This design comes from an exercise in tuning for small area, a short achievable clock period and few clock cycles per item on the open sky130 flow, not from production work.
In this exercise RTL edits were held to simulation tests only and were not proved equivalent to the original.

==> run a: inputs <==
Design nbhd_filter, start of the top module:
module nbhd_filter (
    input  wire        clk,
    input  wire        rst,         
    input  wire        in_valid,
    output wire        in_ready,
    input  wire [1:0]  in_op,       
    input  wire [71:0] in_win,
    output wire        out_valid,
    output wire [7:0]  out_pix
);
make LEC_CHECK=0 ABC_AREA=1 CAP_MARGIN=20 CORE_MARGIN=2 CORE_UTILIZATION=60 SLEW_MARGIN=20 finish   # period 35.0 ns
run.sh (not shown) runs the stock make flow with config.mk's settings and CLKGATE_MAP_FILE= SYNTH_SCRIPT=/design/flow/synth_recipe.tcl, a recipe that flattens the netlist after the stock synthesis.
==> run b (differences from run a) <==
--- a/flow/design.v
+++ b/flow/design.v
@@ -253,27 +253,43 @@
     wire gy_74 = gy_37 ^ gy_56 ^ gy_55;
     wire gy_75 = (gy_37 & gy_56) | (gy_55 & (gy_37 ^ gy_56));
     wire gy_76 = gy_39 ^ gy_57;
     wire gy_77 = gy_39 & gy_57;
     wire [10:0] sy_w = {1'b1, gy_76, gy_74, gy_72, gy_70, gy_68, gy_66, gy_64, gy_62, gy_60, gy_40} + {gy_77, gy_75, gy_73, gy_71, gy_69, gy_67, gy_65, gy_63, gy_61, gy_59, gy_58};
     assign sx = sx_w;
     assign sy = sy_w;
 endmodule
-module nbhd_sobel_sq (
+module nbhd_sobel_mag (
     input  wire [10:0] sx,
     input  wire [10:0] sy,
-    output wire [15:0] mc
+    output wire [7:0]  a,
+    output wire        xs,
+    output wire [7:0]  b,
+    output wire        ys,
+    output wire        big
 );
-    wire xs = sx[10], ys = sy[10];
+    assign xs = sx[10];
+    assign ys = sy[10];
     wire [10:0] cx = sx ^ {11{xs}};
     wire [10:0] cy = sy ^ {11{ys}};
     wire bigx = (cx[10:8] != 3'd0) | ((cx[7:1] == 7'h7f) & (cx[0] | xs));
     wire bigy = (cy[10:8] != 3'd0) | ((cy[7:1] == 7'h7f) & (cy[0] | ys));
-    wire [7:0] a = cx[7:0], b = cy[7:0];
+    assign a = cx[7:0];
+    assign b = cy[7:0];
+    assign big = bigx | bigy;
+endmodule
+module nbhd_sobel_sq (
+    input  wire [7:0]  a,
+    input  wire        xs,
+    input  wire [7:0]  b,
+    input  wire        ys,
+    input  wire        big,
+    output wire [15:0] mc
+);
     wire sq_0 = (a[0] & a[5]) ^ (a[1] & a[4]);
     wire sq_1 = (a[0] & a[5]) & (a[1] & a[4]);
     wire sq_2 = (a[0] & a[7]) ^ (a[1] & a[6]) ^ (a[2] & a[5]);
     wire sq_3 = ((a[0] & a[7]) & (a[1] & a[6])) | ((a[2] & a[5]) & ((a[0] & a[7]) ^ (a[1] & a[6])));
     wire sq_4 = (a[3] & a[4]) ^ a[4];
     wire sq_5 = (a[3] & a[4]) & a[4];
     wire sq_6 = (a[0] & a[3]) ^ (a[1] & a[2]) ^ a[2];
     wire sq_7 = ((a[0] & a[3]) & (a[1] & a[2])) | (a[2] & ((a[0] & a[3]) ^ (a[1] & a[2])));
@@ -411,17 +427,17 @@
     wire sq_139 = (sq_77 & sq_108) | (sq_107 & (sq_77 ^ sq_108));
     wire sq_140 = sq_81 ^ sq_110 ^ sq_109;
     wire sq_141 = (sq_81 & sq_110) | (sq_109 & (sq_81 ^ sq_110));
     wire sq_142 = sq_83 ^ sq_112 ^ sq_111;
     wire sq_143 = (sq_83 & sq_112) | (sq_111 & (sq_83 ^ sq_112));
     wire sq_144 = sq_85 ^ sq_113;
     wire sq_145 = sq_85 & sq_113;
     wire [16:0] m = {sq_145, sq_144, sq_142, sq_140, sq_138, sq_136, sq_134, sq_132, sq_130, sq_128, sq_126, sq_124, sq_122, sq_120, sq_118, sq_116, sq_86} + {1'b0, sq_143, sq_141, sq_139, sq_137, sq_135, sq_133, sq_131, sq_129, sq_127, sq_125, sq_123, sq_121, sq_119, sq_117, sq_115, sq_114};
-    wire sat = bigx | bigy | m[16] | (m[15:0] >= 16'd65025);
+    wire sat = big | m[16] | (m[15:0] >= 16'd65025);
     assign mc = sat ? 16'hfe00 : m[15:0];
 endmodule
 module nbhd_sqrt_a (
     input  wire [15:0] m,
     output wire [6:0] rem,
     output wire [5:0] root
 );
     wire [17:0] x = {m, 2'b00};
@@ -540,67 +556,67 @@
     reg [71:0] s1_win;
     always @(posedge clk) begin
         s1_valid <= in_valid & ~rst;
         s1_op    <= in_op;
         s1_win   <= in_win;
     end
     wire [7:0]  sharpen_pix, median_pix;
     wire [10:0] sx, sy;
+    wire [7:0]  ga, gb;
+    wire        gxs, gys, gbig;
     nbhd_sharpen    u_sharpen (.win(s1_win), .pix(sharpen_pix));
     nbhd_median     u_median  (.win(s1_win), .pix(median_pix));
     nbhd_sobel_grad u_grad    (.win(s1_win), .sx(sx), .sy(sy));
-    reg [7:0] s1_pix;
+    nbhd_sobel_mag  u_mag     (.sx(sx), .sy(sy), .a(ga), .xs(gxs), .b(gb), .ys(gys), .big(gbig));
+    wire       sobel = (s1_op == 2'd1);
+    reg  [7:0] s1_a;
     always @* begin
         case (s1_op)
-            2'd0:    s1_pix = sharpen_pix;
-            2'd2:    s1_pix = median_pix;
-            default: s1_pix = s1_win[39:32];
+            2'd0:    s1_a = sharpen_pix;
+            2'd1:    s1_a = ga;
+            2'd2:    s1_a = median_pix;
+            default: s1_a = s1_win[39:32];
         endcase
     end
-    reg        s2_valid, s2_sobel;
-    reg [7:0]  s2_pix;
-    reg [10:0] s2_sx, s2_sy;
+    reg        s2_valid;
+    reg [7:0]  s2_a, s2_b;
+    reg        s2_xs, s2_ys, s2_big;
     always @(posedge clk) begin
         s2_valid <= s1_valid & ~rst;
-        s2_sobel <= (s1_op == 2'd1);
-        s2_pix   <= s1_pix;
-        s2_sx    <= sx;
-        s2_sy    <= sy;
+        s2_a     <= s1_a;
+        s2_b     <= gb & {8{sobel}};
+        s2_xs    <= gxs & sobel;
+        s2_ys    <= gys & sobel;
+        s2_big   <= gbig & sobel;
     end
     wire [15:0] mc;
-    nbhd_sobel_sq u_sq (.sx(s2_sx), .sy(s2_sy), .mc(mc));
-    reg        s3_valid, s3_sobel;
-    reg [7:0]  s3_pix;
+    nbhd_sobel_sq u_sq (.a(s2_a), .xs(s2_xs), .b(s2_b), .ys(s2_ys), .big(s2_big), .mc(mc));
+    reg        s3_valid;
     reg [15:0] s3_m;
     always @(posedge clk) begin
         s3_valid <= s2_valid & ~rst;
-        s3_sobel <= s2_sobel;
-        s3_pix   <= s2_pix;
         s3_m     <= mc;
     end
     wire [6:0] rem_a;
     wire [5:0] root_a;
     nbhd_sqrt_a u_sqa (.m(s3_m), .rem(rem_a), .root(root_a));
-    reg        s4_valid, s4_sobel;
-    reg [7:0]  s4_pix;
+    reg        s4_valid;
     reg [15:0] s4_m;
     reg [6:0] s4_rem;
     reg [5:0] s4_root;
     always @(posedge clk) begin
         s4_valid <= s3_valid & ~rst;
-        s4_sobel <= s3_sobel;
-        s4_pix   <= s3_pix;
         s4_m     <= s3_m;
         s4_rem   <= rem_a;
         s4_root  <= root_a;
     end
-    wire [7:0] sobel_pix;
-    nbhd_sqrt_b u_sqb (.m(s4_m), .rem(s4_rem), .root(s4_root), .pix(sobel_pix));
+    wire [7:0] root_pix;
+    nbhd_sqrt_b u_sqb (.m(s4_m), .rem(s4_rem), .root(s4_root), .pix(root_pix));
     reg       s5_valid;
     reg [7:0] s5_pix;
     always @(posedge clk) begin
         s5_valid <= s4_valid & ~rst;
-        s5_pix   <= s4_sobel ? sobel_pix : s4_pix;
+        s5_pix   <= root_pix;
     end
     assign out_valid = s5_valid;
     assign out_pix   = s5_pix;
 endmodule
==> summary.txt <==
- Via count: 15780
- Inverters: 597
- First drt pass iteration count: 6
- Worst clock skew: 13.73 ps
- Non-clk buf share: 4.481%
- Worst path max stage delay: 530 ps
- Status: timing/DRC/antenna clean
The numbers above come from run a.

==> summary.txt <==
- Status: timing/DRC/antenna clean
- Most common cell after layout, fill and taps aside: inv_1
- Vias per cell: 5.412
- Worst clock skew: 18.12 ps
- Count of final setup violators: 0
- Via count: 15980
- Inverters: 620
- # IOs: 87
- First drt pass iteration count: 9
The numbers above come from run b.

Testbench counts of run a, summed over its fixed seeds: cycles 24,032, items 24,000.
Testbench counts of run b, summed over its fixed seeds: cycles 24,032, items 24,000.

========
==> nickel: inputs <==
nbhd_filter, a different RTL version from the one above (not shown whole).
Design nbhd_filter, start of the top module:
module nbhd_filter (
    input  wire        clk,
    input  wire        rst,         
    input  wire        in_valid,
    output wire        in_ready,
    input  wire [1:0]  in_op,       
    input  wire [71:0] in_win,
    output wire        out_valid,
    output wire [7:0]  out_pix
);
    assign in_ready = 1'b1;
    reg        s1_valid;
    reg [1:0]  s1_op;
    reg [71:0] s1_win;
    always @(posedge clk) begin
        s1_valid <= in_valid & ~rst;
        s1_op    <= in_op;
        s1_win   <= in_win;
    end
    wire [7:0]  sharpen_pix, median_pix;
    wire [10:0] sx, sy;
    wire [7:0]  ga, gb;
    wire        gxs, gys, gbig;
    nbhd_sharpen    u_sharpen (.win(s1_win), .pix(sharpen_pix));
    nbhd_median     u_median  (.win(s1_win), .pix(median_pix));
    nbhd_sobel_grad u_grad    (.win(s1_win), .sx(sx), .sy(sy));
    nbhd_sobel_mag  u_mag     (.sx(sx), .sy(sy), .a(ga), .xs(gxs), .b(gb), .ys(gys), .big(gbig));
    wire       sobel = (s1_op == 2'd1);
    reg  [7:0] s1_a;
    always @* begin
        case (s1_op)
            2'd0:    s1_a = sharpen_pix;
            2'd1:    s1_a = ga;
            2'd2:    s1_a = median_pix;
            default: s1_a = s1_win[39:32];
        endcase
    end
    reg        s2_valid;
    reg [7:0]  s2_a, s2_b;
    reg        s2_xs, s2_ys, s2_big;
    always @(posedge clk) begin
        s2_valid <= s1_valid & ~rst;
        s2_a     <= s1_a;
        s2_b     <= gb & {8{sobel}};
        s2_xs    <= gxs & sobel;
  ...
clock: 35.0 ns
lec_check: 0
abc_area: 1
cap_margin: 20
core_margin: 2
core_utilization: 60
slew_margin: 20
standard.sh (not shown) runs the stock make flow with config.mk's settings and CLKGATE_MAP_FILE= SYNTH_SCRIPT=/design/flow/synth_recipe.tcl, a recipe that flattens the netlist after the stock synthesis.
==> flow/flow/run.sh <==
#!/bin/bash
# The standard layout (standard.sh), with every input and output port
# buffered by a plain buf_1 cell instead of the buffer_ports default.
set -euo pipefail
export BUFFER_PORTS_ARGS="-buffer_cell sky130_fd_sc_hd__buf_1"
bash standard.sh > standard.log 2>&1
==> delta: changes against nickel <==
CORE_UTILIZATION = 68   (was 60)
==> comparison <==
- Of delta and nickel, delta has the higher first-iteration DRC count (gap about 11%, measured against nickel).
- Of nickel and delta, delta has the higher clock skew (gap 0.0026 ns).
- In nickel the hold slack is higher than in delta, by 0.00051 ns.
- delta passed the timing, DRC and antenna checks. nickel produced a clean layout.
- Between delta and nickel, the lower setup slack is in nickel (gap 0.041 ns).
==> figures <==
| item | nickel | delta |
|---|---|---|
| Status | complete, no violations | complete, no violations |
| Multi-input logic portion of the cell area | 64.65% | 64.60% |
| Via total after detailed routing | 15,850 | 16,300 |
| Total number of tap cells | 378 | 324 |
| Area taken by multi-input logic gates | 11,710 µm² | 11,710 µm² |
| Total routed wire length on the met1 layer | 20.52 mm | 18.98 mm |
| Final standard cell area without fillers | 18,120 µm² | 18,120 µm² |
| Worst setup slack for register-to-register paths | 27.59 ns | 27.41 ns |
| Slew of the pin with the lowest slew margin | 0.8562 ns | 0.9549 ns |
Testbench counts of nickel, summed over its fixed seeds: cycles 24,032, items 24,000.
Testbench counts of delta, summed over its fixed seeds: cycles 24,032, items 24,000.

========
==> run G: inputs <==
Another version of the RTL of nbhd_filter (not shown whole).
export LEC_CHECK = 0
export ABC_AREA = 1
export CAP_MARGIN = 20
export CORE_MARGIN = 2
export CORE_UTILIZATION = 60
export SLEW_MARGIN = 20
create_clock -name core_clock -period 35.0 [get_ports {clk}]
Scripts as last shown in full above: flow/flow/run.sh
==> run A (differences from run G) <==
==> flow/flow/run.sh (replaced) <==
#!/bin/bash
# The standard layout (standard.sh), with every input and output port
# buffered by a plain buf_1 cell instead of the buffer_ports default, and
# clock tree synthesis without dummy loads.
set -euo pipefail
export BUFFER_PORTS_ARGS="-buffer_cell sky130_fd_sc_hd__buf_1"
export CTS_ARGS="-sink_clustering_enable -repair_clock_nets -dont_use_dummy_load"
bash standard.sh > standard.log 2>&1
==> comparison table <==
Share of final layout cell area taken by clock buffers and inverters: run G 0.0340; run A 0.0246
Share of layout cells above drive strength 1: run G 0.0521; run A 0.0463
Vias per cell: run G 5.58; run A 5.58
Clock latency on the worst-skew pair: run G 0.44 ns; run A 0.43 ns
Detailed Route WL: run G 49.1 mm; run A 49.1 mm
GR Util met3: run G 0.0496; run A 0.0456
Endpoint of the worst register-to-register path: run G s2_x[6]; run A s2_x[4]
Critical path startpoint: run G s5_valid; run A s5_pix[0]
Number of global-route vias before repair: run G 15100; run A 15100
Max transition margin: run G 0.432; run A 0.373
Actual transition at the worst max-transition pin: run G 0.843 ns; run A 0.930 ns
Starting DRT DRC Count: run G 1198; run A 1207
Outcome: run G complete, no violations; run A complete, no violations
Routed WL per cell: run G 17.6 um; run A 17.6 um
Detailed-routed wire length on met2: run G 23.9 mm; run A 23.8 mm
Number of fill cells: run G 2531; run A 2556
Min cycle time layout: run G 7.90 ns; run A 7.90 ns
First-pass GRT wire length: run G 77.9 mm; run A 77.7 mm
Setup slack of the worst register-to-register path: run G 27.59 ns; run A 27.62 ns
Sequential share of cell area: run G 0.166; run A 0.168
Global-route met1 utilization: run G 0.420; run A 0.420
Testbench counts of run G, summed over its fixed seeds: cycles 24,032, items 24,000.
Testbench counts of run A, summed over its fixed seeds: cycles 24,032, items 24,000.

========
==> run Z: inputs <==
nbhd_filter again, from the RTL that the note above started with.
export LEC_CHECK = 0
export ABC_AREA = 1
export CAP_MARGIN = 20
export CORE_MARGIN = 2
export CORE_UTILIZATION = 60
export CTS_BUF_LIST = sky130_fd_sc_hd__clkbuf_8
export SLEW_MARGIN = 20
create_clock -name core_clock -period 35.0 [get_ports {clk}]
==> flow/flow/run.sh <==
#!/bin/bash
# The standard layout (standard.sh), with every input and output port
# buffered by a plain buf_1 cell instead of the buffer_ports default.
set -euo pipefail
export BUFFER_PORTS_ARGS="-buffer_cell sky130_fd_sc_hd__buf_1"
bash standard.sh > standard.log 2>&1
==> run D: changes against run Z <==
--- a/flow/config.mk
+++ b/flow/config.mk
@@ -10,4 +10,5 @@
 export CORE_MARGIN = 2
 export CORE_UTILIZATION = 60
-export CTS_BUF_LIST = sky130_fd_sc_hd__clkbuf_8
+export CTS_CLUSTER_DIAMETER = 80
+export CTS_CLUSTER_SIZE = 30
 export SLEW_MARGIN = 20
==> summary.txt <==
STA
  • Setup clock skew after layout: 0.0306 ns
  • Setup ws final: 27.05 ns

Clocking
  • Clk slew on worst S/H paths: 0.11 ns

Global routing
  • First-pass GRT wire length: 77400 µm
  • GR Util met3: 4.21%

Final layout
  • Final core occ: 64.4%
  • Layout fillers: 2558
  • Signal buf overhead: 1.98%

Status
  • Status: finished clean

Setup path
  • CP endpoint: out_pix[0]
The numbers above come from run Z.

==> summary.txt <==
Status
  • Status: finished clean

Final layout
  • Final core occ: 65.1%
  • Signal buf overhead: 1.96%
  • Layout fillers: 2531

Clocking
  • Clk slew on worst S/H paths: 0.07 ns

Global routing
  • GR Util met3: 4.96%
  • First-pass GRT wire length: 77900 µm

STA
  • Setup clock skew after layout: 0.0192 ns
The numbers above come from run D.

Testbench counts of run Z, summed over its fixed seeds: cycles 24,032, items 24,000.
Testbench counts of run D, summed over its fixed seeds: cycles 24,032, items 24,000.

## re-timing with driven ports
The results above use ideal ports. As a check the final layouts listed here were re-extracted and re-timed, cells and wires unchanged.
Step 1 assumes that a clkbuf_16 drives the clock port and a buf_2 every other input.
Step 2, shift: input delay + t, output delay - t, t = (earliest + latest rising clock arrival at the registers) / 2. This alone moves slack from input paths to output paths.
Three values: ideal ports, drivers, drivers and shift; two values: the first two.
run | t (ns) | slack for setup (ns) | clock arrival spread, ns | slew at the worst register clock pin (ns) | cell pins on the clock port's net
run a of note 1 | 0.498 | 26.715 / 26.660 / 27.159 | 0.016 / 0.017 | 0.08 / 0.08 | 1
run b of note 1 | 0.498 | 26.701 / 26.647 / 27.146 | 0.018 / 0.019 | 0.06 / 0.06 | 1
nickel | 0.500 | 27.065 / 27.010 / 27.510 | 0.018 / 0.019 | 0.07 / 0.07 | 1
delta | 0.490 | 27.106 / 27.053 / 27.412 | 0.018 / 0.017 | 0.08 / 0.08 | 1
run G of note 3 | 0.490 | 27.095 / 27.040 / 27.530 | 0.019 / 0.020 | 0.08 / 0.08 | 1
run A of note 3 | 0.473 | 27.101 / 27.047 / 27.519 | 0.027 / 0.027 | 0.07 / 0.07 | 1
run Z | 0.522 | 27.046 / 26.997 / 27.520 | 0.031 / 0.031 | 0.13 / 0.13 | 1
run D | 0.490 | 27.095 / 27.040 / 27.530 | 0.019 / 0.020 | 0.08 / 0.08 | 1
After both steps every run listed still meets setup and hold.
